This is an optimization exercise on Yosys and OpenROAD, whose aim is small area, a short achievable clock period and few clock cycles per item, not a production implementation.
No run shown here included a check of the RTL's function; only the layout flow was run.
Power and IR drop assume default switching activity.

==> flow/design.v <==
module a429pk_bk #(parameter W = 8) (
    input  wire [W-1:0] a,
    input  wire [W-1:0] b,
    input  wire         ci,
    output wire [W-1:0] s
);
    function integer clg(input integer v);
        integer t;
        begin
            clg = 0;
            for (t = v - 1; t > 0; t = t >> 1)
                clg = clg + 1;
        end
    endfunction
    localparam N = W + 1;
    localparam L = clg(N);
    wire [N-1:0] G [0:2*L];
    wire [N-1:0] P [0:2*L];
    assign G[0] = {a & b, ci};
    assign P[0] = {a ^ b, 1'b0};
    genvar l, i;
    generate
        for (l = 0; l < L; l = l + 1) begin : up
            for (i = 0; i < N; i = i + 1) begin : b_
                if (((i + 1) % (1 << (l + 1))) == 0) begin : n
                    assign G[l+1][i] = G[l][i] | (P[l][i] & G[l][i - (1 << l)]);
                    assign P[l+1][i] = P[l][i] & P[l][i - (1 << l)];
                end else begin : t
                    assign G[l+1][i] = G[l][i];
                    assign P[l+1][i] = P[l][i];
                end
            end
        end
        for (l = L - 2; l >= 0; l = l - 1) begin : dn
            for (i = 0; i < N; i = i + 1) begin : b_
                if (((i + 1) % (1 << (l + 1))) == (1 << l) && i >= (1 << (l + 1))) begin : n
                    assign G[2*L-1-l][i] = G[2*L-2-l][i] | (P[2*L-2-l][i] & G[2*L-2-l][i - (1 << l)]);
                    assign P[2*L-1-l][i] = P[2*L-2-l][i] & P[2*L-2-l][i - (1 << l)];
                end else begin : t
                    assign G[2*L-1-l][i] = G[2*L-2-l][i];
                    assign P[2*L-1-l][i] = P[2*L-2-l][i];
                end
            end
        end
    endgenerate
    wire [N-1:0] c = G[2*L-1];
    assign s = P[0][N-1:1] ^ c[N-2:0];
endmodule
module a429pk (
    input  wire         clk,
    input  wire         rst,
    input  wire         cmd_valid,
    output wire         cmd_ready,
    input  wire [287:0] cmd,
    output reg          rsp_valid,
    output wire [127:0] rsp_rn,
    output wire [63:0]  rsp_rd,
    output reg          diag_valid,
    output reg  [3:0]   diag_code,
    output wire [31:0]  raw,
    output wire [7:0]   dsr
);
    localparam [7:0] OP_SETRAW  = 8'h01, OP_GETRAW  = 8'h02,
                     OP_SETID   = 8'h03, OP_GETID   = 8'h04,
                     OP_SETSDI  = 8'h05, OP_GETSDI  = 8'h06,
                     OP_SETSSM  = 8'h07, OP_GETSSM  = 8'h08,
                     OP_SETPAR  = 8'h09, OP_GETPAR  = 8'h0A,
                     OP_SETBNR  = 8'h0B, OP_GETBNR  = 8'h0C,
                     OP_SETBCDD = 8'h0D, OP_SETBCD  = 8'h0E,
                     OP_GETBCD  = 8'h0F, OP_SETDISC = 8'h10,
                     OP_GETDISC = 8'h11, OP_SETDBIT = 8'h12,
                     OP_GETDBIT = 8'h13, OP_CLR     = 8'h14,
                     OP_GETWORD = 8'h15, OP_GETDSR  = 8'h16,
                     OP_CLRDSR  = 8'h17;
    localparam [3:0] E_NONE     = 4'd0,
                     E_RANGE    = 4'd1,
                     E_TOOWIDE  = 4'd2,
                     E_OCCUPIED = 4'd3,
                     E_OUTRANGE = 4'd4,
                     E_DIGIT    = 4'd5,
                     E_RADIX    = 4'd6,
                     E_SIGNOVL  = 4'd7,
                     E_ILLEGAL  = 4'd8;
    localparam [4:0] S_IDLE  = 5'd0,
                     S_EXEC  = 5'd1,    
                     S_PREP  = 5'd2,    
                     S_P2    = 5'd3,    
                     S_P1    = 5'd4,    
                     S_DIV   = 5'd5,    
                     S_FIN   = 5'd6,    
                     S_FIN2  = 5'd7,    
                     S_GMUL  = 5'd8,    
                     S_GD2   = 5'd9,    
                     S_DAB   = 5'd10,   
                     S_BW    = 5'd11,   
                     S_BREM  = 5'd12,   
                     S_BSCAN = 5'd13,   
                     S_GPREP = 5'd14,   
                     S_GBCD  = 5'd15,   
                     S_TB    = 5'd16,   
                     S_PREP2 = 5'd17;   
    reg [4:0] st;
    reg       busy;          
    reg [31:0]  raw_q;
    reg [7:0]   dsr_q;
    reg [131:0] acc;         
    reg [130:0] ds;          
    reg [63:0]  opx;         
    reg [63:0]  rd;          
    reg [32:0]  alq;         
    reg [7:0]   opq;         
    reg [5:0]   fb, lb, sb;
    reg [6:0]   wv;          
    reg [4:0]   sht;         
    reg [4:0]   jc;          
    reg [4:0]   jd;          
    reg         bneg;        
    reg [65:0]  ppq;         
    reg         first;       
    reg         flip;        
    reg         flip1;       
    reg         neg;         
    reg         nz;          
    reg         tbq;         
    reg         hdone;       
    reg         shdone;      
    reg [4:0]   shc;         
    reg [6:0]   pos;         
    reg         m_div;       
    reg         m_ar;        
    reg         m_p1;        
    reg         pend;        
    reg [4:0]   np;          
    reg [3:0]   bk;          
    reg         remq;        
    reg [15:0]  gmask;       
    reg [4:0]   g_cnt;       
    reg [3:0]   g_lm;        
    reg [15:0]  g_inb;       
    assign raw       = raw_q;
    assign dsr       = dsr_q;
    assign cmd_ready = !busy;
    assign rsp_rn    = acc[127:0];
    assign rsp_rd    = rd;
    wire idle = (st == S_IDLE);
    function [2:0] msb8(input [7:0] f);
        reg hi;
        begin
            hi = |f[7:4];
            msb8[2] = hi;
            msb8[1] = hi ? (f[7] | f[6]) : (f[3] | f[2]);
            msb8[0] = hi ? (f[7] | (~f[6] & f[5])) : (f[3] | (~f[2] & f[1]));
        end
    endfunction
    function [5:0] msb64(input [63:0] x);
        reg [7:0]  nzb;
        reg [23:0] lo;
        reg [2:0]  g;
        integer i;
        begin
            for (i = 0; i < 8; i = i + 1) begin
                nzb[i]       = |x[8*i +: 8];
                lo[3*i +: 3] = msb8(x[8*i +: 8]);
            end
            g     = msb8(nzb);
            msb64 = {g, lo[3*g +: 3]};
        end
    endfunction
    function [4:0] btop(input [63:0] x);
        reg [5:0] m;
        begin
            m    = msb64(x ^ {x[62:0], 1'b0});
            btop = m[5:1];
        end
    endfunction
    function [2:0] bdig(input [63:0] x, input [4:0] j);
        reg [64:0] xx;
        begin
            xx   = {x, 1'b0};
            bdig = xx[{j, 1'b0} +: 3];
        end
    endfunction
    function [6:0] width0(input [5:0] f, input [5:0] l);
        width0 = (f > l) ? 7'd0 : ({1'b0, l} - {1'b0, f} + 7'd1);
    endfunction
    wire [7:0]  c_op  = cmd[7:0];
    wire [5:0]  c_rsv = cmd[31:26];
    wire [63:0] c_a   = cmd[95:32];
    wire [32:0] ext   = {raw_q, 1'b0};                   
    wire [63:0] c_b   = cmd[159:96];
    wire [63:0] c_d   = cmd[287:224];
    wire c_known   = (c_op >= OP_SETRAW) && (c_op <= OP_CLRDSR);
    wire [63:0] c_c   = cmd[223:160];
    wire c_illegal = (c_rsv != 6'd0) || !c_known ||
                     (c_op == OP_SETPAR && c_a[63:1] != 63'd0);
    wire c_b10     = (c_b == 64'd10);
    wire c_hi8  = (c_a[63:8] != 56'd0);
    wire c_hi2  = c_hi8 || (c_a[7:2] != 6'd0);
    wire c_par  = c_a[0] ^ (^raw_q);
    wire occ_id  = (raw_q[7:0]   != 8'd0);
    wire occ_sdi = (raw_q[9:8]   != 2'd0);
    wire occ_ssm = (raw_q[30:29] != 2'd0);
    wire occ_par = raw_q[31];
    wire o_setid  = (c_op == OP_SETID);
    wire o_setsdi = (c_op == OP_SETSDI);
    wire o_setssm = (c_op == OP_SETSSM);
    wire o_setpar = (c_op == OP_SETPAR);
    wire o_setbcd = (c_op == OP_SETBCD);
    wire o_getbcd = (c_op == OP_GETBCD);
    wire x_set    = (c_op == OP_SETRAW) || (c_op == OP_SETDISC) || (c_op == OP_SETBCDD);
    wire x_get    = (c_op == OP_GETRAW) || (c_op == OP_GETDISC);
    wire b_set    = (c_op == OP_SETDBIT);
    wire b_get    = (c_op == OP_GETDBIT);
    wire b_ok     = (c_f != 6'd0) && (c_f <= 6'd32);
    wire b_bit    = ext[c_f];
    wire b_e1     = (b_set || b_get) && !b_ok;
    wire b_e2     = b_set && b_ok && (c_a[63:1] != 63'd0);
    wire b_e3     = b_set && b_ok && (c_a[63:1] == 63'd0) && b_bit;
    wire b_w      = b_set && b_ok && (c_a[63:1] == 63'd0) && !b_bit && c_a[0];
    wire [31:0] b_dec = 32'd1 << (c_f[4:0] - 5'd1);
    wire o_sbnr   = (c_op == OP_SETBNR);
    wire o_gbnr   = (c_op == OP_GETBNR);
    wire x_e5     = (c_op == OP_SETBCDD) && !e_dfit;
    wire x_e1     = (x_get ? !e_bok : (x_set && !x_e5 && !e_bok)) || b_e1;
    wire x_e2     = (x_set && !x_e5 && e_bok && !e_fit) || b_e2;
    wire x_e3     = (x_set && !x_e5 && e_bok && e_fit && e_occ) || b_e3;
    wire x_w      = x_set && !x_e5 && e_bok && e_fit && !e_occ;
    wire c_d0     = (c_d == 64'd0);
    wire c_c0     = (c_c == 64'd0);
    wire g_e8     = o_gbnr && c_d0;
    wire gx_e1     = o_gbnr && !c_d0 && (!e_bok || !c_sok);
    wire g_two    = o_gbnr && !c_d0 && !e_bok && !c_sok;
    wire g_zero   = c_c0 || !e_bok || (e_al[31:0] == 32'd0);
    wire i_e1   = !c_illegal && (x_e1 || gx_e1);
    wire i_e5   = !c_illegal && x_e5;
    wire i_e8   = c_illegal || g_e8;
    wire i_e2   = !c_illegal && ((o_setid && c_hi8) || ((o_setsdi || o_setssm) && c_hi2) || x_e2);
    wire i_e3   = !c_illegal && ((o_setid && !c_hi8 && occ_id) || (o_setsdi && !c_hi2 && occ_sdi) ||
                                 (o_setssm && !c_hi2 && occ_ssm) || (o_setpar && occ_par) || x_e3);
    wire i_e6   = !c_illegal && (o_setbcd || o_getbcd) && !c_b10;
    wire i_e4   = !c_illegal && o_setbcd && c_b10 && c_a[63];
    wire i_diag = i_e8 || i_e1 || i_e2 || i_e3 || i_e4 || i_e5 || i_e6;
    wire [3:0] i_code = {i_e8, i_e6 || i_e4 || i_e5, i_e6 || i_e3 || i_e2, i_e3 || i_e1 || i_e5};
    wire i_wx   = !c_illegal && x_w;
    wire i_wid  = !c_illegal && o_setid && !c_hi8 && !occ_id;
    wire i_wsdi = !c_illegal && o_setsdi && !c_hi2 && !occ_sdi;
    wire i_wssm = !c_illegal && o_setssm && !c_hi2 && !occ_ssm;
    wire i_wpar = !c_illegal && o_setpar && !occ_par;
    wire i_clr  = !c_illegal && (c_op == OP_CLR);
    wire i_clrd = !c_illegal && (c_op == OP_CLRDSR);
    wire i_gmul  = o_gbnr && !c_d0 && !g_zero;
    wire i_multi = !c_illegal && (o_sbnr || i_gmul || g_two || (o_setbcd && c_b10 && !c_a[63]) ||
                                  (o_getbcd && c_b10 && c_f <= c_l));
    wire [4:0] i_next = c_illegal ? S_IDLE :
                        o_sbnr ? S_PREP :
                        i_gmul ? S_PREP :
                        g_two ? S_GD2 :
                        (o_setbcd && c_b10 && !c_a[63]) ? S_DAB :
                        (o_getbcd && c_b10 && c_f <= c_l) ? S_GBCD : S_IDLE;
    wire [5:0]  c_f    = cmd[13:8];
    wire [5:0]  c_l    = cmd[19:14];
    wire [5:0]  c_s    = cmd[25:20];
    wire        c_dbit = (c_op == OP_SETDBIT) || (c_op == OP_GETDBIT);
    wire [5:0]  ef     = busy ? fb : c_f;
    wire [5:0]  el     = busy ? lb : c_l;
    reg  [32:0] e_ge, e_le;
    integer n;
    always @(*) begin
        for (n = 0; n < 33; n = n + 1) begin
            e_ge[n] = (n >= ef);
            e_le[n] = (n <= el);
        end
    end
    wire [6:0]  e_d;
    a429pk_bk #(.W(7)) u_sub (.a({1'b0, el}), .b({1'b1, ~ef}), .ci(1'b1), .s(e_d));
    wire        e_le0  = !e_d[6];                           
    wire        e_bok  = (ef != 6'd0) && (el <= 6'd32) && e_le0;
    wire [32:0] e_al   = (ext & e_le) >> ef;             
    wire [31:0] e_mask = e_ge[32:1] & e_le[32:1];
    wire        e_occ  = (raw_q & e_mask) != 32'd0;
    wire [6:0]  e_w0   = e_le0 ? (e_d + 7'd1) : 7'd0;    
    wire [5:0]  c_amsb = msb64(c_a);
    wire        c_anz  = (c_a != 64'd0);
    wire [7:0]  e_t1   = {2'b00, el};
    wire [7:0]  e_t2   = ~{2'b00, ef};
    wire [7:0]  e_t3   = ~{2'b00, c_amsb};
    wire [7:0]  e_cs   = e_t1 ^ e_t2 ^ e_t3;
    wire [7:0]  e_cc   = {(e_t1[6:0] & e_t2[6:0]) | (e_t1[6:0] & e_t3[6:0]) | (e_t2[6:0] & e_t3[6:0]), 1'b1};
    wire [7:0]  e_dm;
    a429pk_bk #(.W(8)) u_cmp (.a(e_cs), .b(e_cc), .ci(1'b1), .s(e_dm));
    wire        e_mle  = e_le0 && !e_dm[7];
    wire        e_fit  = !c_a[63] && (!c_anz || e_mle);
    wire        e_dfit = e_fit;
    wire [5:0]  o_amsb = msb64(opx);
    wire        c_sok  = (c_s != 6'd0) && (c_s <= 6'd32);    
    wire        c_sbit = c_sok && ext[c_s];
    reg  [31:0] wval;
    reg  [5:0]  wsh;
    wire [31:0] u_wr = wval << wsh;
    wire        in_p1   = (st == S_P1);
    reg  [4:0]  nd_idx;
    reg  [63:0] nd_src;
    reg         nd_flip;
    wire [63:0] c_reg   = ds[63:0];
    always @(*) begin
        nd_src  = c_reg;
        nd_idx  = jc - 5'd1;
        nd_flip = flip;
        case (st)
            S_PREP: nd_idx = jc;
            S_P2: if (jc == 5'd0) begin
                nd_src  = opx;
                nd_idx  = jd;
                nd_flip = flip1;
            end
            S_P1: nd_src = opx;
            default: ;
        endcase
    end
    wire [2:0] nd_dig  = bdig(nd_src, nd_idx);
    wire       nd_one  = nd_dig[1] ^ nd_dig[0];
    wire       nd_two  = (nd_dig == 3'b011) || (nd_dig == 3'b100);
    wire       nd_neg  = (nd_one || nd_two) && ((nd_dig[2] && !(nd_dig[1] && nd_dig[0])) ^ nd_flip);
    wire        nd_p1   = m_p1 || (st == S_P2 && jc == 5'd0);
    wire [63:0] m_cand  = nd_p1 ? rd : ds[127:64];
    wire [65:0] m_c66   = {{2{m_cand[63]}}, m_cand};
    wire [65:0] pp_mag  = nd_one ? m_c66 : (nd_two ? {m_c66[64:0], 1'b0} : 66'd0);
    wire [65:0] pp_nx   = pp_mag ^ {66{nd_neg}};
    wire [131:0] pp_y   = {{66{ppq[65]}}, ppq};
    wire         d_sub  = !acc[131];                     
    wire [131:0] ad_x   = m_div ? {acc[130:0], 1'b0} :
                          (first ? 132'd0 : {acc[129:0], 2'b00});
    wire [131:0] ad_y   = m_div ? ({1'b0, ds} ^ {132{d_sub}}) : pp_y;
    wire         ad_ci  = m_div ? d_sub : bneg;
    wire [131:0] ad_s;
    a429pk_bk #(.W(132)) u_add (.a(ad_x), .b(ad_y), .ci(ad_ci), .s(ad_s));
    wire         q_bit  = !ad_s[131];
    reg  [32:0] f_ge, f_le;
    integer n2;
    always @(*) begin
        for (n2 = 0; n2 < 33; n2 = n2 + 1) begin
            f_ge[n2] = (n2 >= fb);
            f_le[n2] = (n2 <= lb);
        end
    end
    wire        f_bok   = (fb != 6'd0) && (lb <= 6'd32) && (fb <= lb);
    wire        f_occ   = (raw_q & f_ge[32:1] & f_le[32:1]) != 32'd0;
    wire        f_mok   = f_bok && !f_occ;                  
    wire        f_sgn   = neg && nz;
    wire        f_b2    = (sb != 6'd0) && (sb <= 6'd32);
    wire [5:0]  f_qi    = sb - fb;                          
    wire        f_inm   = f_mok && (fb <= sb) && (sb <= lb) && opx[f_qi[4:0]];
    wire        f_occ2  = raw_q[sb[4:0] - 5'd1] || f_inm;
    wire [31:0] f_raw1  = raw_q | (f_mok ? u_wr : 32'd0);
    wire [3:0]  f_e1    = !f_bok ? E_RANGE : (f_occ ? E_OCCUPIED : E_NONE);
    wire [3:0]  f_e2    = !f_b2 ? E_RANGE : (f_occ2 ? E_OCCUPIED : E_NONE);
    wire [31:0] f_wr2   = (f_b2 && !f_occ2 && f_sgn) ? (32'd1 << (sb[4:0] - 5'd1)) : 32'd0;
    wire [6:0]  c_span = e_d;
    wire [4:0]  c_gcnt = e_le0 ? ({1'b0, c_span[5:2]} + 5'd1) : 5'd0;
    wire [1:0]  c_glw  = c_span[1:0];
    wire [3:0]  c_glm  = (c_glw == 2'd0) ? 4'b0001 : (c_glw == 2'd1) ? 4'b0011 :
                         (c_glw == 2'd2) ? 4'b0111 : 4'b1111;
    wire [5:0]  c_gt   = 6'd29 - c_f;
    reg  [15:0] c_ginb;
    integer kk;
    always @(*) begin
        for (kk = 0; kk < 16; kk = kk + 1)
            c_ginb[kk] = (kk != 0 || c_f != 6'd0) &&
                         ((kk + 1 == c_gcnt) ? (c_l <= 6'd32) :
                                               (c_f <= 6'd29 && kk <= c_gt[5:2]));
    end
    wire [35:0] al36 = {3'b000, alq};
    reg  [15:0] g_act, g_lst, g_bad, g_occ;
    reg  [63:0] g_dig;      
    reg  [31:0] g_err;      
    integer k;
    always @(*) begin
        for (k = 0; k < 16; k = k + 1) begin : grp
            reg [3:0] d, gm, occn;
            reg g_inbk;
            g_act[k] = (k < g_cnt);
            g_lst[k] = (k + 1 == g_cnt);
            gm = g_lst[k] ? g_lm : 4'b1111;
            d  = ds[4*k +: 4];
            g_bad[k] = (d & ~gm) != 4'd0;
            occn = (k <= 8) ? al36[4*k +: 4] : 4'd0;
            if (k > 8) g_inbk = 1'b0; else g_inbk = g_inb[k];
            g_occ[k] = (occn & gm) != 4'd0;
            g_err[2*k +: 2] = !g_act[k] ? 2'd0 :
                              g_bad[k] ? 2'd3 :
                              !g_inbk ? 2'd1 :
                              g_occ[k] ? 2'd2 : 2'd0;
            g_dig[4*k +: 4] = (g_act[k] && g_err[2*k +: 2] == 2'd0) ? d : 4'd0;
        end
    end
    reg [15:0] g_errv;
    integer k2;
    always @(*) begin
        for (k2 = 0; k2 < 16; k2 = k2 + 1)
            g_errv[k2] = g_err[2*k2 +: 2] != 2'd0;
    end
    wire g_e0 = (g_errv == 16'd0);
    wire g_one = !g_e0 && ((g_errv & (g_errv - 16'd1)) == 16'd0);
    function [3:0] ecode(input [1:0] e);
        ecode = (e == 2'd1) ? E_RANGE : (e == 2'd2) ? E_OCCUPIED :
                (e == 2'd3) ? E_DIGIT : E_NONE;
    endfunction
    reg [3:0] g_first;
    integer k3;
    always @(*) begin
        g_first = E_NONE;
        for (k3 = 15; k3 >= 0; k3 = k3 - 1)
            if (g_errv[k3]) g_first = ecode(g_err[2*k3 +: 2]);
    end
    wire [3:0] g_scan = ecode(g_err[2*bk +: 2]);
    wire [75:0] g_hmask = ~(76'd0) << {g_cnt, 2'b00};
    wire        g_rem   = (ds[75:0] & g_hmask) != 76'd0;
    wire [3:0]  gi     = np[3:0];
    wire        gb_inb = (gi <= 4'd8) && g_inb[gi];
    wire [3:0]  gb_dig = gb_inb ? al36[{gi, 2'b00} +: 4] : 4'd0;
    wire [31:0] gb_x   = {acc[28:0], 3'b000};
    wire [31:0] gb_y   = {acc[30:0], 1'b0};
    wire [31:0] gb_z   = {28'd0, gb_dig};
    wire [31:0] gb_s   = gb_x ^ gb_y ^ gb_z;
    wire [31:0] gb_c   = {(gb_x[30:0] & gb_y[30:0]) | (gb_x[30:0] & gb_z[30:0]) |
                          (gb_y[30:0] & gb_z[30:0]), 1'b0};
    wire [31:0] gb_acc;
    a429pk_bk #(.W(32)) u_gadd (.a(gb_s), .b(gb_c), .ci(1'b0), .s(gb_acc));
    function [3:0] dadj(input [3:0] a);
        begin
            dadj[3] = a[3] | (a[2] & (a[1] | a[0]));
            dadj[2] = (a[2] & ~a[1] & ~a[0]) | (a[3] & a[0]);
            dadj[1] = (~a[2] & a[1]) | (a[1] & a[0]) | (a[3] & ~a[0]);
            dadj[0] = (~a[3] & ~a[2] & a[0]) | (a[2] & a[1] & ~a[0]) | (a[3] & ~a[0]);
        end
    endfunction
    function [75:0] dab1(input [75:0] v, input b);
        integer i;
        reg [75:0] t;
        begin
            for (i = 0; i < 19; i = i + 1)
                t[4*i +: 4] = dadj(v[4*i +: 4]);
            dab1 = {t[74:0], b};
        end
    endfunction
    wire [4:0]  dab_i    = first ? o_amsb[5:1] : np;
    wire [1:0]  dab_bits = opx[{dab_i, 1'b0} +: 2];
    wire [75:0] dab_in   = first ? 76'd0 : ds[75:0];
    wire [75:0] dab_out  = dab1(dab1(dab_in, dab_bits[1]), dab_bits[0]);
    always @(*) begin
        wval = opx[31:0];
        wsh  = ef - 6'd1;
        if (!busy)
            wval = c_a[31:0];
        else if (st == S_BW) begin
            if (fb == 6'd0) begin
                wval = g_dig[32:1];
                wsh  = 6'd0;
            end else
                wval = g_dig[31:0];
        end
    end
    reg        nx_diag;
    reg [4:0]  st_n;
    reg [3:0]  nx_code;
    reg        p1_hd, p1_sd;
    reg [131:0] acc_m;
    reg [7:0]  dsr_set;
    reg [4:0]  p1_shc;
    always @(posedge clk) begin
        nx_diag = 1'b0;
        st_n    = st;
        nx_code = E_NONE;
        p1_hd   = 1'b0;
        p1_sd   = 1'b0;
        p1_shc  = 5'd0;
        acc_m   = acc;
        bneg <= nd_neg;
        ppq  <= pp_nx;
        if (idle) begin
            opq   <= c_op;
            fb    <= cmd[13:8];
            lb    <= cmd[19:14];
            sb    <= cmd[25:20];
            neg   <= cmd[95] ^ cmd[159] ^ cmd[223] ^ cmd[287];
            flip  <= o_gbnr ? c_sbit : (cmd[159] ^ cmd[223]);
            flip1 <= cmd[95] ^ cmd[287];
            first <= 1'b1;
            jc    <= btop(c_c);
            jd    <= btop(c_d);
            m_div <= 1'b0;
            m_ar  <= 1'b0;
            m_p1  <= 1'b0;
            opx   <= (c_op == OP_SETBNR) ? c_d : c_a;
            ds    <= {3'd0, (o_gbnr ? {32'd0, e_al[31:0]} : c_b), c_c};
            alq   <= e_al;
            np    <= c_gcnt - 5'd1;
            g_cnt <= c_gcnt;
            g_lm  <= c_glm;
            g_inb <= c_ginb;
            rd    <= (c_op == OP_GETBNR) ? c_d : ((c_op == OP_SETBNR) ? c_a : 64'd1);
            acc_m  = (c_op == OP_GETID)   ? {124'd0, raw_q[7:0]} :
                     (c_op == OP_GETSDI)  ? {130'd0, raw_q[9:8]} :
                     (c_op == OP_GETSSM)  ? {130'd0, raw_q[30:29]} :
                     (c_op == OP_GETPAR)  ? {131'd0, raw_q[31]} :
                     (c_op == OP_GETWORD) ? {100'd0, raw_q} :
                     (c_op == OP_GETDSR)  ? {124'd0, dsr_q} :
                     (x_get && e_bok)     ? {100'd0, e_al[31:0]} :
                     (b_get && b_ok)      ? {131'd0, b_bit} : 132'd0;
        end
        begin
            rsp_valid <= 1'b0;
            case (st)
            S_IDLE: if (cmd_valid) begin
                rsp_valid <= !i_multi;
                if (i_diag) begin
                    nx_diag = 1'b1; nx_code = i_code;
                end
                if (c_illegal) begin
                    rd    <= 64'd1;
                    acc_m = 132'd0;
                end
                if (i_wid)  raw_q[7:0]   <= c_a[7:0];
                if (i_wsdi) raw_q[9:8]   <= c_a[1:0];
                if (i_wssm) raw_q[30:29] <= c_a[1:0];
                if (i_wpar) raw_q[31]    <= c_par;
                if (i_wx)   raw_q        <= raw_q | u_wr;
                if (!c_illegal && b_w) raw_q <= raw_q | b_dec;
                if (g_e8)   rd           <= 64'd1;
                if (i_clr)  raw_q        <= 32'd0;
                if (i_clrd) dsr_q        <= 8'd0;
                st_n = i_next;
            end
            S_PREP: begin
                wv  <= e_w0;
                sht <= e_w0[6:2] + {4'd0, e_w0[1] | e_w0[0]};
                if (opq == OP_SETBNR) begin
                    if (c_reg == 64'd0 || ds[127:64] == 64'd0 || opx == 64'd0) begin
                        nx_diag = 1'b1; nx_code = E_ILLEGAL;
                        rsp_valid <= 1'b1;
                        rd <= 64'd1;
                        st_n = S_IDLE;
                    end else begin
                        if (fb <= sb && sb <= lb) begin
                            nx_diag = 1'b1; nx_code = E_SIGNOVL;
                        end
                        st_n = S_P2;
                        m_ar <= 1'b1;
                    end
                end else begin
                    st_n = S_GMUL;
                    m_ar <= 1'b1;
                end
            end
            S_P2: begin
                first <= 1'b0;
                jc    <= jc - 5'd1;
                if (jc == 5'd0) begin
                    st_n = S_P1;
                    m_p1   <= 1'b1;
                    jc     <= jd;
                    first  <= 1'b1;
                    flip   <= flip1;
                    hdone  <= 1'b0;
                    shdone <= 1'b0;
                    shc    <= 5'd0;
                end
            end
            S_P1: begin
                p1_hd  = hdone;
                p1_sd  = shdone;
                p1_shc = shc;
                if (first) begin
                    ds <= {acc[129:0], 1'b0};
                    p1_sd = (sht == 5'd0);
                end else if (!shdone) begin
                    if (ds[130:127] != 4'd0)
                        p1_sd = 1'b1;
                    else begin
                        ds <= {ds[126:0], 4'd0};
                        p1_shc = shc + 5'd1;
                        p1_sd  = (p1_shc == sht);
                    end
                end
                if (!hdone) begin
                    first <= 1'b0;
                    jc    <= jc - 5'd1;
                    p1_hd = (jc == 5'd0);
                end
                hdone  <= p1_hd;
                shdone <= p1_sd;
                shc    <= p1_shc;
                m_ar   <= !p1_hd;
                if (p1_hd && p1_sd) begin
                    tbq   <= 1'b0;
                    st_n = S_DIV;
                    m_div <= 1'b1;
                    m_ar  <= 1'b1;
                    opx   <= 64'd0;
                    nz    <= 1'b0;
                    pos   <= {p1_shc, 2'b00};
                end
            end
            S_DIV: begin
                opx <= {opx[62:0], q_bit};
                pos <= pos - 7'd1;
                if (q_bit) nz <= 1'b1;
                tbq <= q_bit && (pos >= wv);
                if (tbq) begin
                    m_div <= 1'b0;
                    m_ar  <= 1'b0;
                    st_n = S_TB;
                end else if (pos == 7'd0) begin
                    m_div <= 1'b0;
                    m_ar  <= 1'b0;
                    st_n = S_FIN;
                end
            end
            S_TB: begin
                nx_diag = 1'b1; nx_code = E_OUTRANGE;
                rsp_valid <= 1'b1;
                acc_m = 132'd0;
                rd    <= 64'd1;
                st_n = S_IDLE;
            end
            S_FIN: begin
                acc_m = 132'd0;
                rd  <= 64'd1;
                if (tbq) begin
                    nx_diag = 1'b1; nx_code = E_OUTRANGE;
                    rsp_valid <= 1'b1;
                    st_n = S_IDLE;
                end else if (f_e1 != E_NONE && f_e2 != E_NONE) begin
                    nx_diag = 1'b1; nx_code = f_e1;
                    st_n = S_FIN2;
                end else begin
                    raw_q <= f_raw1 | f_wr2;
                    if (f_e1 != E_NONE) begin nx_diag = 1'b1; nx_code = f_e1; end
                    if (f_e2 != E_NONE) begin nx_diag = 1'b1; nx_code = f_e2; end
                    rsp_valid <= 1'b1;
                    st_n = S_IDLE;
                end
            end
            S_FIN2: begin
                raw_q <= raw_q | f_wr2;
                nx_diag = 1'b1; nx_code = f_e2;
                rsp_valid <= 1'b1;
                st_n = S_IDLE;
            end
            S_GMUL: begin
                first <= 1'b0;
                jc    <= jc - 5'd1;
                if (jc == 5'd0) begin
                    m_ar <= 1'b0;
                    rsp_valid <= 1'b1;
                    st_n = S_IDLE;
                end
            end
            S_GD2: begin
                nx_diag = 1'b1; nx_code = E_RANGE;
                rsp_valid <= 1'b1;
                st_n = S_IDLE;
            end
            S_DAB: begin
                ds[75:0] <= dab_out;
                first <= 1'b0;
                np    <= dab_i - 5'd1;
                if (dab_i == 5'd0) st_n = S_BW;
            end
            S_BW: begin
                raw_q <= raw_q | u_wr;
                if (g_e0) begin
                    if (g_rem) begin nx_diag = 1'b1; nx_code = E_OUTRANGE; end
                    rsp_valid <= 1'b1;
                    st_n = S_IDLE;
                end else if (g_one) begin
                    nx_diag = 1'b1; nx_code = g_first;
                    if (g_rem) st_n = S_BREM;
                    else begin
                        rsp_valid <= 1'b1;
                        st_n = S_IDLE;
                    end
                end else begin
                    bk    <= 4'd0;
                    remq  <= g_rem;
                    gmask <= g_errv;
                    st_n = S_BSCAN;
                end
            end
            S_BREM: begin
                nx_diag = 1'b1; nx_code = E_OUTRANGE;
                rsp_valid <= 1'b1;
                st_n = S_IDLE;
            end
            S_BSCAN: begin
                if (gmask[bk]) begin nx_diag = 1'b1; nx_code = g_scan; end
                bk <= bk + 4'd1;
                if ({1'b0, bk} + 5'd1 == g_cnt) begin
                    if (remq) st_n = S_BREM;
                    else begin
                        rsp_valid <= 1'b1;
                        st_n = S_IDLE;
                    end
                end
            end
            S_GBCD: begin
                acc_m[31:0] = gb_acc;
                if (!gb_inb) begin nx_diag = 1'b1; nx_code = E_RANGE; end
                np <= np - 5'd1;
                if (np == 5'd0) begin
                    rsp_valid <= 1'b1;
                    st_n = S_IDLE;
                end
            end
            default: st_n = S_IDLE;
            endcase
            diag_valid <= nx_diag;
            diag_code  <= nx_code;
            case (nx_code)
                4'd1: dsr_set = 8'h01;
                4'd2: dsr_set = 8'h02;
                4'd3: dsr_set = 8'h04;
                4'd4: dsr_set = 8'h08;
                4'd5: dsr_set = 8'h10;
                4'd6: dsr_set = 8'h20;
                4'd7: dsr_set = 8'h40;
                4'd8: dsr_set = 8'h80;
                default: dsr_set = 8'h00;
            endcase
            if (nx_diag && !(st == S_IDLE && i_clrd))
                dsr_q <= dsr_q | dsr_set;
        end
        acc <= m_ar ? ad_s : acc_m;
        st   <= st_n;
        busy <= (st_n != S_IDLE);
        if (rst) begin
            st         <= S_IDLE;
            busy       <= 1'b0;
            raw_q      <= 32'd0;
            dsr_q      <= 8'd0;
            rsp_valid  <= 1'b0;
            diag_valid <= 1'b0;
            diag_code  <= 4'd0;
        end
    end
endmodule
==> flow/flow/run.sh <==
#!/bin/bash
# The standard layout (standard.sh), with ORFS's setup repair asked to
# leave a larger setup-slack margin on the design's own clock period.
set -euo pipefail
export SETUP_SLACK_MARGIN=8
bash standard.sh > standard.log 2>&1
==> flow/standard.sh <==
#!/bin/bash
# synth_recipe.tcl (not shown) runs the flow's synth.tcl, then flattens the netlist and writes it again
# the make line also repeats each setting of config.mk as NAME=value (left out here)
make -C /OpenROAD-flow-scripts/flow DESIGN_CONFIG=/design/flow/config.mk WORK_HOME=/design/flow/orfs CLKGATE_MAP_FILE= SYNTH_SCRIPT=/design/flow/synth_recipe.tcl "${@:-finish}"
==> flow/config.mk <==
export PLATFORM = sky130hd
export DESIGN_NAME = a429pk
export DESIGN_NICKNAME = a429pk
export VERILOG_FILES = /design/flow/design.v
export SDC_FILE = /design/flow/constraint.sdc
export NUM_CORES = 8
export LEC_CHECK = 0
export CAP_MARGIN = 40
export CORE_MARGIN = 2
export CORE_UTILIZATION = 40
export SLEW_MARGIN = 40
==> flow/constraint.sdc <==
create_clock -name core_clock -period 15.0 [get_ports {clk}]
set_input_delay 3.0000 -clock core_clock [delete_from_list [all_inputs] [get_ports {clk}]]
set_output_delay 3.0000 -clock core_clock [all_outputs]
set_load 0.01 [all_outputs]
==> impl_metrics.csv, run 1 <==
group,metric,value,unit
placement,dp_hpwl,336000,um
worst_setup_path,cp.required,15.70,ns
die,dieArea,174000,um^2
global_route,top_usage_layer,"met2",
final_layout,final_common_cell,"nand2_1",
synth,syn_area,68200,um^2
routing,vias,80576,
synth,ys_warn_count,5,
clocking,clockBufferDepth,3,
synth,ys_types,103,
placement,portBuffers,529,
synth,synth_edf_count,137,
clocking,htreeDepth,3,
global_route,grt_antenna_before_repair,38,
routing,ant_nets,0,
clocking,path_clk_slew,0.06,ns
sta,finalSetupViolCount,0,
routing,via_per_inst,6.87,
synth,synth_top_cell_area_share,0.152,
die,core,169000,um^2
clocking,root_buffer,"clkbuf_16",
pwr,vdd_drop_max,0.0885,mV
worst_setup_path,crit_type,"input pin to flip-flop",
global_route,grt_pass1_vias,73500,
sta,fin_tns_setup,0,ns
sta,relSlewSlack,0.316,
worst_setup_path,endpoint_kind,"flip-flop",
pwr,cellLeakagePower,31.3,nW
synth,avgSynthCellArea,7.38,um^2
routing,drcViolationCount,0,
sta,rsz0062_at_grt,"true",
flow_run,cap_violations,0,
min_path,hp-start,"acc[130]",
sta,fin_hold_ws,0.495,ns
routing,wl_per_cell,36.8,um
global_route,grt_pass1_wl,589000,um
final_layout,syn_to_final_growth,17.9,%
synth,synth_area_leader_cell,"dfxtp_1",
sta,hold_viol,0,
final_layout,fin_util,0.475,
sta,worst_clock_skew,0.0510,ns
final_layout,nFillCells,16874,
die,rows,151,
clocking,cts_buffers,85,
synth,yosys.area_share.simple,0.198,
final_layout,nets,10112,
sta,setup_ws,7.27,ns
pwr,power_density,85.6,nW/um^2
outcome,status,"no timing/DRC/antenna violations",
worst_setup_path,startpoint,"cmd[95]",
sta,report.final.slew_viol_count,0,
global_route,grtUsageMet2,0.677,
synth,muxShareOfSynthArea,0.0785,
synth,synth_cells,9240,
final_layout,drive_above_1_share,0.109,
worst_setup_path,cp-start-kind,"input pin",
global_route,met3_usage,0.138,
sta,period_needed,7.73,ns
die,die_x,417,um
worst_setup_path,cp.arrival,8.43,ns
synth,synth-xor-area-share,0.0632,
synth,syn_nets,9952,
final_layout,layout_common_cells,"nand2_1 (1189), nor2_1 (747), a21oi_1 (676)",
synth,async_reset_ff_frac,0,
clocking,clock-sinks,656,
clocking,insertion_delay,0.79,ns
synth,synth_compound_area_frac,0.276,
global_route,grt_max_degree,114,
global_route,grt.total_usage,0.476,
worst_setup_path,r2r_slack,8.15,ns
sta,max_freq,0.129,GHz
synth,synth_area_leaders,"dfxtp_1 (15%), nand2_1 (6.6%), ha_1 (6.1%), edfxtp_1 (6.0%), a21oi_1 (5.1%)",
synth,ys.flop_type,"dfxtp_1",
die,fp.dieH,417,um
worst_setup_path,path_max_fanout,7,
synth,ys_ff_latch,656,
sta,fin_crit_sh,0.515,
sta,worst_pin_slew,0.998,ns
clocking,cts_tree,"done",
min_path,hold_class,"flip-flop to flip-flop",
synth,yosys.area_share.adder,0.0875,
die,start_util,0.403,
worst_setup_path,rr_startpoint,"st[1]",
routing,routed_wl,431000,um
global_route,grt_overflow,0,
routing,drtPass1Iterations,10,
global_route,gr-usage-met1,0.611,
synth,ys_seq_area_frac,0.213,
routing,first_iter_violations,13479,
placement,preCtsSetupSlack,4.78,ns
placement,gp_congestion,1.09,
synth,synth_top_family_by_area,"compound AO/OA/AOI/OAI gates",
die,io-pin-count,530,
==> worst paths after layout <==
check / endpoint / cells past startpoint
hold reg to reg: acc[130] / 2
setup reg to reg: ppq[53] / 20
setup / recovery: raw_q[7] / 25
hold / removal: acc[130] / 2
==> Yosys cell counts, drive strengths merged, types with 139 or more instances <==
library cell,instances
a21oi,694
a22o,139
a22oi,155
buf,259
clkbuf,592
dfxtp,519
ha,332
inv,517
mux2i,285
nand2,1204
nand3,254
nor2,770
nor3,141
nor4,153
o21ai,705
xnor2,321
xor2,170
==> cell type report <==
| cell class | count | area (um^2) | area share |
|---|---|---|---|
| clock inverter | 39 | 492 | 0.00612 |
| tap | 2218 | 2780 | 0.0345 |
| antenna | 32 | 80.1 | 0.000996 |
| timing repair buffer | 923 | 8450 | 0.105 |
| inverter | 523 | 1980 | 0.0247 |
| clock buffer | 121 | 2520 | 0.0314 |
| multi-input combinational | 7211 | 49500 | 0.616 |
| sequential | 656 | 14500 | 0.181 |
==> per-layer routing <==
metal | part of all wire | wire length [um] | vias to the layer above
met1 | 0.38 | 164000 | 39134
met5 | 0.00053 | 228 | -
met2 | 0.40 | 174000 | 6171
met3 | 0.13 | 54800 | 1363
met4 | 0.089 | 38200 | 12
li1 | - | - | 33896
==> stage by stage <==
| step | instances | cell area, um^2 | total power, mW |
|---|---|---|---|
| 6_report | 11723 | 80400 | 6.88 |
| 5_1_grt | 11710 | 80300 | 7.05 |
| 4_1_cts | 11671 | 79800 | 6.76 |
| 3_5_place_dp | 11463 | 75900 | 4.49 |
| 3_3_place_gp | 11453 | 75400 | 4.46 |
| 2_1_floorplan | 9240 | 68400 | 3.48 |
==> critical path, cell delays in order <==
cell,delay (ns)
buf_6,0.10
buf_12,0.14
or4_4,0.55
nand4b_4,0.21
a21oi_4,0.21
inv_4,0.08
nor4_4,0.26
o21ai_1,0.13
a31oi_2,0.27
fa_1,0.46
ha_1,0.29
o21a_1,0.11
o21a_1,0.17
o2111ai_4,0.20
a21oi_2,0.24
o31ai_2,0.07
a221o_1,0.33
or4_4,0.52
buf_12,0.17
a211oi_4,0.17
buf_4,0.15
buf_4,0.11
nor3_4,0.05
o221a_1,0.25
a211oi_1,0.16
==> cell families (layout without fill, tap and decap cells) <==
| logic type | Yosys count | in the layout |
|---|---|---|
| muxes | 442 | 442 |
| other | 0 | 32 |
| DFF | 656 | 656 |
| adders and majority gates | 424 | 424 |
| AOI/OAI and AO/OA | 2862 | 2863 |
| buffers and inverters | 1374 | 1606 |
| xor gates and xnor gates | 491 | 491 |
| and+or+nand+nor | 2991 | 2991 |
==> repair_timing <==
action / 4_1_cts / 5_1_grt
hold buffers: 0 / 0
pin swaps: 72 / 41
setup endpoints to repair: 119 / 108
gates cloned: 2 / 0
gates resized for setup: 241 / 69
setup buffers: 46 / 17
==> power breakdown <==
group / switching, mW / internal (mW)
Sequential: 0.183 / 1.94
Clock: 0.970 / 1.32
Combinational: 1.62 / 0.852
Total: 2.77 / 4.11
==> registers in the layout, summed over array words and instances, names as in the netlist, 6 cells and up <==
register	count
acc	132
ds	131
ppq	65
opx	64
rd	64
alq	33
raw_q	32
gmask	16
g_inb	9
dsr_q	8
opq	8
pos	7
wv	7
fb	6
lb	6
sb	6
==> run 2: changes to the inputs <==
--- a/flow/design.v
+++ b/flow/design.v
@@ -128,7 +128,9 @@
     reg [6:0]   pos;         
     reg         m_div;       
     reg         m_ar;        
-    reg         m_p1;        
+    reg         nsrc;        
+    reg [4:0]   nidx;        
+    reg         issb;        
     reg         pend;        
     reg [4:0]   np;          
     reg [3:0]   bk;          
@@ -291,38 +293,20 @@
     wire        e_mle  = e_le0 && !e_dm[7];
     wire        e_fit  = !c_a[63] && (!c_anz || e_mle);
     wire        e_dfit = e_fit;
-    wire [5:0]  o_amsb = msb64(opx);
     wire        c_sok  = (c_s != 6'd0) && (c_s <= 6'd32);    
     wire        c_sbit = c_sok && ext[c_s];
     reg  [31:0] wval;
     reg  [5:0]  wsh;
     wire [31:0] u_wr = wval << wsh;
     wire        in_p1   = (st == S_P1);
-    reg  [4:0]  nd_idx;
-    reg  [63:0] nd_src;
-    reg         nd_flip;
     wire [63:0] c_reg   = ds[63:0];
-    always @(*) begin
-        nd_src  = c_reg;
-        nd_idx  = jc - 5'd1;
-        nd_flip = flip;
-        case (st)
-            S_PREP: nd_idx = jc;
-            S_P2: if (jc == 5'd0) begin
-                nd_src  = opx;
-                nd_idx  = jd;
-                nd_flip = flip1;
-            end
-            S_P1: nd_src = opx;
-            default: ;
-        endcase
-    end
-    wire [2:0] nd_dig  = bdig(nd_src, nd_idx);
+    wire [63:0] nd_src  = nsrc ? opx : c_reg;
+    wire        nd_flip = nsrc ? flip1 : flip;
+    wire [2:0] nd_dig  = bdig(nd_src, nidx);
     wire       nd_one  = nd_dig[1] ^ nd_dig[0];
     wire       nd_two  = (nd_dig == 3'b011) || (nd_dig == 3'b100);
     wire       nd_neg  = (nd_one || nd_two) && ((nd_dig[2] && !(nd_dig[1] && nd_dig[0])) ^ nd_flip);
-    wire        nd_p1   = m_p1 || (st == S_P2 && jc == 5'd0);
-    wire [63:0] m_cand  = nd_p1 ? rd : ds[127:64];
+    wire [63:0] m_cand  = nsrc ? rd : ds[127:64];
     wire [65:0] m_c66   = {{2{m_cand[63]}}, m_cand};
     wire [65:0] pp_mag  = nd_one ? m_c66 : (nd_two ? {m_c66[64:0], 1'b0} : 66'd0);
     wire [65:0] pp_nx   = pp_mag ^ {66{nd_neg}};
@@ -346,12 +330,17 @@
     wire        f_bok   = (fb != 6'd0) && (lb <= 6'd32) && (fb <= lb);
     wire        f_occ   = (raw_q & f_ge[32:1] & f_le[32:1]) != 32'd0;
     wire        f_mok   = f_bok && !f_occ;                  
-    wire        f_sgn   = neg && nz;
+    wire        f_indiv = (st == S_DIV);
+    wire        q_lsb   = f_indiv ? q_bit : opx[0];
+    wire [31:0] q_up    = f_indiv ? {opx[30:0], 1'b0} : {opx[31:1], 1'b0};
+    wire        f_sgn   = neg && (nz || (f_indiv && q_bit));
     wire        f_b2    = (sb != 6'd0) && (sb <= 6'd32);
     wire [5:0]  f_qi    = sb - fb;                          
-    wire        f_inm   = f_mok && (fb <= sb) && (sb <= lb) && opx[f_qi[4:0]];
+    wire        f_qb    = (f_qi[4:0] == 5'd0) ? q_lsb : q_up[f_qi[4:0]];
+    wire        f_inm   = f_mok && (fb <= sb) && (sb <= lb) && f_qb;
     wire        f_occ2  = raw_q[sb[4:0] - 5'd1] || f_inm;
-    wire [31:0] f_raw1  = raw_q | (f_mok ? u_wr : 32'd0);
+    wire [31:0] f_dec1  = 32'd1 << (fb[4:0] - 5'd1);
+    wire [31:0] f_raw1  = raw_q | (f_mok ? (u_wr | (q_lsb ? f_dec1 : 32'd0)) : 32'd0);
     wire [3:0]  f_e1    = !f_bok ? E_RANGE : (f_occ ? E_OCCUPIED : E_NONE);
     wire [3:0]  f_e2    = !f_b2 ? E_RANGE : (f_occ2 ? E_OCCUPIED : E_NONE);
     wire [31:0] f_wr2   = (f_b2 && !f_occ2 && f_sgn) ? (32'd1 << (sb[4:0] - 5'd1)) : 32'd0;
@@ -443,12 +432,12 @@
             dab1 = {t[74:0], b};
         end
     endfunction
-    wire [4:0]  dab_i    = first ? o_amsb[5:1] : np;
+    wire [4:0]  dab_i    = np;
     wire [1:0]  dab_bits = opx[{dab_i, 1'b0} +: 2];
-    wire [75:0] dab_in   = first ? 76'd0 : ds[75:0];
+    wire [75:0] dab_in   = ds[75:0];
     wire [75:0] dab_out  = dab1(dab1(dab_in, dab_bits[1]), dab_bits[0]);
     always @(*) begin
-        wval = opx[31:0];
+        wval = q_up;
         wsh  = ef - 6'd1;
         if (!busy)
             wval = c_a[31:0];
@@ -477,6 +466,11 @@
         acc_m   = acc;
         bneg <= nd_neg;
         ppq  <= pp_nx;
+        if (!nsrc && nidx == 5'd0 && issb) begin
+            nsrc <= 1'b1;
+            nidx <= (st == S_PREP) ? btop(opx) : jd;
+        end else
+            nidx <= nidx - 5'd1;
         if (idle) begin
             opq   <= c_op;
             fb    <= cmd[13:8];
@@ -487,14 +481,15 @@
             flip1 <= cmd[95] ^ cmd[287];
             first <= 1'b1;
             jc    <= btop(c_c);
-            jd    <= btop(c_d);
+            nidx  <= btop(c_c);
+            nsrc  <= 1'b0;
+            issb  <= o_sbnr;
             m_div <= 1'b0;
             m_ar  <= 1'b0;
-            m_p1  <= 1'b0;
             opx   <= (c_op == OP_SETBNR) ? c_d : c_a;
-            ds    <= {3'd0, (o_gbnr ? {32'd0, e_al[31:0]} : c_b), c_c};
+            ds    <= o_setbcd ? 131'd0 : {3'd0, (o_gbnr ? {32'd0, e_al[31:0]} : c_b), c_c};
             alq   <= e_al;
-            np    <= c_gcnt - 5'd1;
+            np    <= o_setbcd ? c_amsb[5:1] : (c_gcnt - 5'd1);
             g_cnt <= c_gcnt;
             g_lm  <= c_glm;
             g_inb <= c_ginb;
@@ -532,6 +527,7 @@
                 st_n = i_next;
             end
             S_PREP: begin
+                jd  <= btop(opx);
                 wv  <= e_w0;
                 sht <= e_w0[6:2] + {4'd0, e_w0[1] | e_w0[0]};
                 if (opq == OP_SETBNR) begin
@@ -557,7 +553,6 @@
                 jc    <= jc - 5'd1;
                 if (jc == 5'd0) begin
                     st_n = S_P1;
-                    m_p1   <= 1'b1;
                     jc     <= jd;
                     first  <= 1'b1;
                     flip   <= flip1;
@@ -595,7 +590,7 @@
                     tbq   <= 1'b0;
                     st_n = S_DIV;
                     m_div <= 1'b1;
-                    m_ar  <= 1'b1;
+                    m_ar  <= (p1_shc != 5'd0);   
                     opx   <= 64'd0;
                     nz    <= 1'b0;
                     pos   <= {p1_shc, 2'b00};
@@ -606,6 +601,8 @@
                 pos <= pos - 7'd1;
                 if (q_bit) nz <= 1'b1;
                 tbq <= q_bit && (pos >= wv);
+                if (pos == 7'd1)
+                    m_ar <= 1'b0;            
                 if (tbq) begin
                     m_div <= 1'b0;
                     m_ar  <= 1'b0;
@@ -613,7 +610,22 @@
                 end else if (pos == 7'd0) begin
                     m_div <= 1'b0;
                     m_ar  <= 1'b0;
-                    st_n = S_FIN;
+                    if (wv == 7'd0)
+                        st_n = S_FIN;
+                    else begin
+                        acc_m = 132'd0;
+                        rd  <= 64'd1;
+                        if (f_e1 != E_NONE && f_e2 != E_NONE) begin
+                            nx_diag = 1'b1; nx_code = f_e1;
+                            st_n = S_FIN2;
+                        end else begin
+                            raw_q <= f_raw1 | f_wr2;
+                            if (f_e1 != E_NONE) begin nx_diag = 1'b1; nx_code = f_e1; end
+                            if (f_e2 != E_NONE) begin nx_diag = 1'b1; nx_code = f_e2; end
+                            rsp_valid <= 1'b1;
+                            st_n = S_IDLE;
+                        end
+                    end
                 end
             end
             S_TB: begin
==> impl_metrics.csv, run 2 <==
group,metric,value,unit
final_layout,nFillCells,16859,
sta,period_needed,7.86,ns
final_layout,fin_util,0.475,
final_layout,seq_area,14700,um^2
global_route,grt_antenna_before_repair,36,
sta,rsz0062_at_grt,"true",
synth,synth_top_cell_area_share,0.156,
synth,synth_area_leaders,"dfxtp_1 (16%), ha_1 (6.1%), edfxtp_1 (6.0%), o21ai_0 (5.1%), nand2_1 (4.9%)",
synth,syn_area,67800,um^2
placement,portBuffers,529,
global_route,grt_overflow,0,
routing,via_per_inst,7.04,
routing,first_iter_violations,14086,
global_route,grt.total_usage,0.464,
sta,finalSetupViolCount,0,
final_layout,largest_reg_flops,132,
pwr,cellLeakagePower,30.0,nW
clocking,cts_buffers,90,
synth,yosys-top-cells-count,"nand2_1 (886), o21ai_0 (687), a21oi_1 (647)",
final_layout,nets,9716,
placement,dp_hpwl,321000,um
placement,dp_cells,11015,
clocking,cts_tree,"done",
routing,drtPass1Iterations,9,
final_layout,drive_above_1_share,0.126,
global_route,grt_pass1_vias,72496,
outcome,status,"no timing/DRC/antenna violations",
worst_setup_path,cp.required,15.59,ns
sta,fin_tns_setup,0,ns
clocking,path_clk_slew,0.06,ns
sta,fin_hold_ws,0.478,ns
routing,drcViolationCount,0,
global_route,grt_max_degree,184,
sta,report.final.slew_viol_count,0,
final_layout,layout_common_cells,"nand2_1 (875), o21ai_0 (655), a21oi_1 (629)",
final_layout,max_flop_register,"acc",
synth,syn_nets,9562,
worst_setup_path,crit_type,"input pin to flip-flop",
clocking,clock-sinks,665,
sta,max_freq,0.127,GHz
pwr,vdd_drop_max,0.105,mV
clocking,insertion_delay,0.76,ns
synth,synth_area_leader_cell,"dfxtp_1",
clocking,clockBufferDepth,3,
synth,ys_types,111,
synth,ys_ff_latch,665,
synth,yosysMostFrequentCell,"nand2_1",
synth,ys_warn_count,5,
synth,ys_seq_area_frac,0.216,
synth,async_reset_ff_frac,0,
routing,wl_per_cell,37.0,um
flow_run,cap_violations,0,
worst_setup_path,cp-start-kind,"input pin",
placement,gp_congestion,1.19,
pwr,total_power,6.66,mW
pwr,power_density,83.1,nW/um^2
sta,relSlewSlack,0.271,
synth,synth_edf_count,136,
die,fp.dieH,416,um
synth,synth_cells,8852,
sta,worst_pin_slew,1.08,ns
worst_setup_path,cp.arrival,8.45,ns
routing,ant_nets,0,
worst_setup_path,endpoint_kind,"flip-flop",
global_route,grt_pass1_wl,576000,um
final_layout,syn_to_final_growth,18.2,%
die,rows,151,
worst_setup_path,crit_path_max_incr_delay,0.55,ns
worst_setup_path,path_max_fanout,6,
sta,fin_crit_sh,0.524,
min_path,hold_class,"flip-flop to flip-flop",
die,core,169000,um^2
sta,hold_viol,0,
clocking,root_buffer,"clkbuf_16",
synth,avgSynthCellArea,7.66,um^2
worst_setup_path,cp_slowest_cell,"fa_1",
synth,ys.flop_type,"dfxtp_1",
die,io-pin-count,530,
routing,vias,79724,
routing,routed_wl,419000,um
final_layout,multi_input_area,49300,um^2
final_layout,final_cells,11322,
final_layout,top_regs,"acc: 132 flops, ds: 131 flops, ppq: 65 flops",
die,die_x,416,um
sta,worst_clock_skew,0.0428,ns
clocking,htreeDepth,3,
final_layout,final_common_cell,"nand2_1",
die,start_util,0.401,
die,dieArea,173000,um^2
worst_setup_path,cp_common_cell,"buf_12",
run 2: cell count changes in the layout (fill, tap and decap cells not counted), moves of 47 or more:
cell and change:
a221oi_1 +68, xnor2_1 -112, a21oi_1 -47, nand2_1 -314, a22o_1 +55, a22oi_1 +89
mux2i_1 -48, nor3_1 +47, nor2_1 -143, buf_4 -52
run 2: layout make-up:
cell class	count	area share
clock inverter	51	0.00838
multi-input combinational	6862	0.615
antenna	21	0.000656
inverter	482	0.0228
timing repair buffer	905	0.104
sequential	665	0.183
tap	2218	0.0346
clock buffer	118	0.0312
run 2: per-layer routing:
metal	track usage	wire, um
met1	0.567	153000
met2	0.640	165000
met3	0.170	55700
met4	0.397	45400
met5	0	358
run 2: critical path, delay by kind of cell:
family	cells	cell delay [ns]
AO/OA/AOI/OAI	9	1.60
AND/OR/NAND/NOR	10	1.65
multiplexers	1	0.08
buffers and inverters	10	1.28
adder cells (fa/ha/maj)	2	0.81
run 2: final timing paths:
check / to / depth (start not counted) / from / slack (ns)
worst min-delay path: rd[39] / 2 / rd[39] / 0.48
worst max-delay path: raw_q[15] / 32 / cmd[41] / 7.14
worst min register to register: rd[39] / 2 / rd[39] / 0.48
worst max register to register: raw_q[4] / 21 / acc[131] / 7.66
run 2: power by group:
part	switching, mW	internal, mW	leakage (nW)
sequential	0.169	1.95	5.80
clock	1.01	1.39	1.53
combinational	1.41	0.740	22.7
total	2.58	4.08	30.0
run 2: stage by stage:
step           cell area (um^2)  worst slack [ns]
2_1_floorplan             68000              7.71
3_3_place_gp              74200              3.98
3_5_place_dp              74700              4.32
4_1_cts                   79300              7.35
5_1_grt                   80100              7.09
6_report                  80100              7.14
run 2: timing repair:
item	CTS	global route
gates cloned	3	1
gates resized for setup	336	136
endpoints found under the setup margin	107	89
pin swaps	84	50
hold buffers	0	0
setup buffers	73	32
run 2: cells by family (layout without fill, tap and decap cells):
family                   after synthesis  count (layout)  share of synthesized area
adder cells (fa/ha/maj)              420             420                     0.0873
AND/OR/NAND/NOR                     2611            2613                      0.182
XOR/XNOR                             422             422                     0.0545
flip-flops                           665             665                      0.216
buffers and inverters               1328            1556                     0.0825
other                                  0              21                          0
multiplexers                         431             431                     0.0845
AO/OA/AOI/OAI                       2975            2976                      0.293
==> run 3: changes to the inputs <==
--- a/flow/design.v
+++ b/flow/design.v
@@ -312,8 +312,7 @@
     wire [65:0] pp_nx   = pp_mag ^ {66{nd_neg}};
     wire [131:0] pp_y   = {{66{ppq[65]}}, ppq};
     wire         d_sub  = !acc[131];                     
-    wire [131:0] ad_x   = m_div ? {acc[130:0], 1'b0} :
-                          (first ? 132'd0 : {acc[129:0], 2'b00});
+    wire [131:0] ad_x   = m_div ? {acc[130:0], 1'b0} : {acc[129:0], 2'b00};
     wire [131:0] ad_y   = m_div ? ({1'b0, ds} ^ {132{d_sub}}) : pp_y;
     wire         ad_ci  = m_div ? d_sub : bneg;
     wire [131:0] ad_s;
@@ -472,7 +471,6 @@
         end else
             nidx <= nidx - 5'd1;
         if (idle) begin
-            opq   <= c_op;
             fb    <= cmd[13:8];
             lb    <= cmd[19:14];
             sb    <= cmd[25:20];
@@ -530,7 +528,7 @@
                 jd  <= btop(opx);
                 wv  <= e_w0;
                 sht <= e_w0[6:2] + {4'd0, e_w0[1] | e_w0[0]};
-                if (opq == OP_SETBNR) begin
+                if (issb) begin
                     if (c_reg == 64'd0 || ds[127:64] == 64'd0 || opx == 64'd0) begin
                         nx_diag = 1'b1; nx_code = E_ILLEGAL;
                         rsp_valid <= 1'b1;
@@ -549,15 +547,15 @@
                 end
             end
             S_P2: begin
-                first <= 1'b0;
                 jc    <= jc - 5'd1;
                 if (jc == 5'd0) begin
+                    ds     <= {ad_s[129:0], 1'b0};
+                    acc_m  = 132'd0;
                     st_n = S_P1;
                     jc     <= jd;
-                    first  <= 1'b1;
                     flip   <= flip1;
                     hdone  <= 1'b0;
-                    shdone <= 1'b0;
+                    shdone <= (sht == 5'd0);
                     shc    <= 5'd0;
                 end
             end
@@ -565,10 +563,7 @@
                 p1_hd  = hdone;
                 p1_sd  = shdone;
                 p1_shc = shc;
-                if (first) begin
-                    ds <= {acc[129:0], 1'b0};
-                    p1_sd = (sht == 5'd0);
-                end else if (!shdone) begin
+                if (!shdone) begin
                     if (ds[130:127] != 4'd0)
                         p1_sd = 1'b1;
                     else begin
@@ -578,7 +573,6 @@
                     end
                 end
                 if (!hdone) begin
-                    first <= 1'b0;
                     jc    <= jc - 5'd1;
                     p1_hd = (jc == 5'd0);
                 end
@@ -742,7 +736,7 @@
             if (nx_diag && !(st == S_IDLE && i_clrd))
                 dsr_q <= dsr_q | dsr_set;
         end
-        acc <= m_ar ? ad_s : acc_m;
+        acc <= (m_ar && !(st == S_P2 && jc == 5'd0)) ? ad_s : acc_m;
         st   <= st_n;
         busy <= (st_n != S_IDLE);
         if (rst) begin
==> flow/flow/run.sh (replaced) <==
#!/bin/bash
# The standard layout (standard.sh), with ORFS's setup repair asked to
# leave a larger setup-slack margin on the design's own clock period, and
# allowed to resize cells to other footprints.
set -euo pipefail
export SETUP_SLACK_MARGIN=8
bash standard.sh MATCH_CELL_FOOTPRINT=0 finish > standard.log 2>&1
==> impl_metrics.csv, run 3 <==
group,metric,value,unit
min_path,hold_class,"flip-flop to flip-flop",
worst_setup_path,cp_num_buf_inv,4,
worst_setup_path,cp.arrival,8.25,ns
die,dieArea,174000,um^2
routing,drtPass1Iterations,16,
clocking,cts_tree,"done",
sta,period_needed,7.61,ns
pwr,cellLeakagePower,30.9,nW
die,rows,151,
final_layout,drive_above_1_share,0.139,
placement,portBuffers,529,
worst_setup_path,cp_slowest_cell,"or4_4",
placement,placed_area,75800,um^2
pwr,power_density,85.7,nW/um^2
worst_setup_path,cp.required,15.64,ns
clocking,hold_buffers,0,
routing,first_iter_violations,12955,
synth,ys_ff_latch,656,
final_layout,fin_area,81100,um^2
die,core,169000,um^2
sta,worst_pin_slew,1.02,ns
synth,synth_top_cell_area_share,0.155,
synth,syn_area,68200,um^2
clocking,htreeDepth,3,
worst_setup_path,crit_type,"input pin to flip-flop",
synth,ys.flop_type,"dfxtp_1",
clocking,clockBufferDepth,3,
synth,synth_cells,8984,
synth,ys_warn_count,5,
routing,vias,80002,
worst_setup_path,path_max_fanout,4,
placement,dp_hpwl,335000,um
synth,avgSynthCellArea,7.59,um^2
sta,finalSetupViolCount,0,
sta,rsz0062_at_grt,"true",
final_layout,final_common_cell,"nand2_1",
final_layout,final_cells,11500,
final_layout,max_flop_register,"acc",
worst_setup_path,crit_path_max_incr_delay,0.52,ns
global_route,grt_antenna_before_repair,54,
synth,synth_area_leader_cell,"dfxtp_1",
global_route,grt_max_degree,109,
global_route,grt_pass1_vias,72758,
sta,fin_hold_ws,0.474,ns
synth,yosys-top-cells-count,"nand2_1 (1005), nor2_1 (691), a21oi_1 (656)",
clocking,path_clk_slew,0.06,ns
min_path,hp-start,"acc[130]",
worst_setup_path,endpoint_kind,"flip-flop",
flow_run,cap_violations,0,
synth,yosysMostFrequentCell,"nand2_1",
sta,max_freq,0.131,GHz
sta,report.final.slew_viol_count,0,
synth,ys_types,100,
final_layout,nets,9891,
routing,ant_nets,0,
pwr,total_power,6.95,mW
outcome,status,"no timing/DRC/antenna violations",
sta,relSlewSlack,0.315,
clocking,cts_buffers,88,
die,fp.dieH,417,um
routing,wl_per_cell,37.6,um
routing,drcViolationCount,0,
placement,dp_cells,11211,
worst_setup_path,startpoint,"cmd[46]",
synth,async_reset_ff_frac,0,
routing,routed_wl,433000,um
sta,fin_tns_setup,0,ns
pwr,vdd_drop_max,0.0982,mV
clocking,insertion_delay,0.76,ns
worst_setup_path,cp_top_family,"compound AO/OA/AOI/OAI gates",
global_route,grt.total_usage,0.475,
sta,worst_clock_skew,0.0392,ns
final_layout,nFillCells,16853,
worst_setup_path,cp-start-kind,"input pin",
placement,gp_congestion,1.07,
clocking,root_buffer,"clkbuf_16",
sta,hold_viol,0,
final_layout,top_regs,"acc: 132 flops, ds: 131 flops, ppq: 65 flops",
global_route,grt_pass1_wl,588000,um
sta,fin_crit_sh,0.508,
sta,setup_ws,7.39,ns
final_layout,fin_util,0.479,
routing,via_per_inst,6.96,
die,die_x,417,um
final_layout,largest_reg_flops,132,
die,io-pin-count,530,
die,start_util,0.403,
final_layout,syn_to_final_growth,19.0,%
synth,syn_nets,9699,
placement,preCtsSetupSlack,4.67,ns
clocking,clock-sinks,656,
worst_setup_path,rr_startpoint,"m_div",
final_layout,seq_area,14400,um^2
final_layout,multi_input_area,50300,um^2
global_route,grt_overflow,0,
final_layout,layout_common_cells,"nand2_1 (993), nor2_1 (665), a21oi_1 (637)",
synth,synth_edf_count,128,
synth,ys_seq_area_frac,0.211,
synth,synth_area_leaders,"dfxtp_1 (16%), ha_1 (6.1%), edfxtp_1 (5.6%), nand2_1 (5.5%), a21oi_1 (4.8%)",
[run 3: changes by cell type in the layout (fill, tap and decap cells not counted), sizes merged, moves of 75 or more]
| cell | before | now |
|---|---|---|
| a22o | 194 | 86 |
| a22oi | 261 | 167 |
| o21ai | 696 | 621 |
| mux2 | 92 | 224 |
| o211ai | 87 | 164 |
| nand2 | 887 | 1005 |
[run 3: path summary, 6_finish.rpt]
check	cells after the start	endpoint	slack, ns
max	26	dsr_q[0]	7.39
min	2	acc[130]	0.47
min reg2reg	2	acc[130]	0.47
max reg2reg	16	raw_q[1]	7.92
[run 3: what timing repair did]
action / in CTS / in global routing
pin swaps: 65 / 49
cloned: 4 / 1
resized for setup: 245 / 153
endpoints found under the setup margin: 155 / 109
setup buffers: 49 / 31
[run 3: cells by family after synthesis]
family	after synthesis	synth area share
flops	656	0.211
fa+ha+maj	428	0.0882
simple gates	2915	0.201
mux	505	0.0982
compound gates	2758	0.267
xor+xnor	435	0.0559
buf+inv	1287	0.0786
[run 3: layout make-up]
cell class	instances	share of cell area
Tap cell	2218	0.0342
Timing Repair Buffer	940	0.109
Clock inverter	42	0.00581
Inverter	447	0.0212
Clock buffer	122	0.0313
Multi-Input combinational cell	7043	0.620
Antenna cell	32	0.000987
Sequential cell	656	0.178
[run 3: per-layer routing]
layer  wire length, um  global-route usage  vias up
met5               166                   0        -
met4             39200               0.341       28
met3             57800               0.170     1466
met2            173000               0.669     6176
met1            162000               0.597    38873
li1                  -                   -    33459
[run 3: worst min-delay path, cell delays in order, from the launching register on]
cell     delay (ns)
dfxtp_1        0.34
nand2_1        0.05
o21ai_0        0.06
[run 3: where the power goes]
part           total [mW]  internal [mW]  switching (mW)
sequential           2.09           1.93           0.154
clock                2.29           1.30           0.996
combinational        2.57          0.860            1.71
total                6.95           4.09            2.86

==> afterwards: timing with drivers on the ports <==
The flow's constraints put no driver on any port. The routed layouts listed below were extracted and timed again, unchanged, in two steps. Step 1: set_driving_cell puts a clkbuf_16 on clk and a buf_2 on each other input, an assumption about the parent block. Step 2 moves the port delays by t, midway between the first and last clock arrival at a register: inputs arrive t later, outputs are due t later. That takes back most of the time a late clock gives input paths. Three values: no drivers, after step 1, after step 2; two values: the first two.
run | shift t [ns] | setup slack, ns | worst setup path after step 2 | worst slew at a driven data input, ns
run 1 | 0.853 | 7.271 / 7.241 / 6.388 | input to register | 0.22
run 2 | 0.828 | 7.140 / 7.116 / 6.288 | input to register | 0.17
run 3 | 0.839 | 7.387 / 7.422 / 6.582 | input to register | 0.20
After both steps every run listed still meets setup and hold. The setup slack of run 1, which loses most, moves by -0.030 ns with the drivers and by -0.883 ns with both steps.
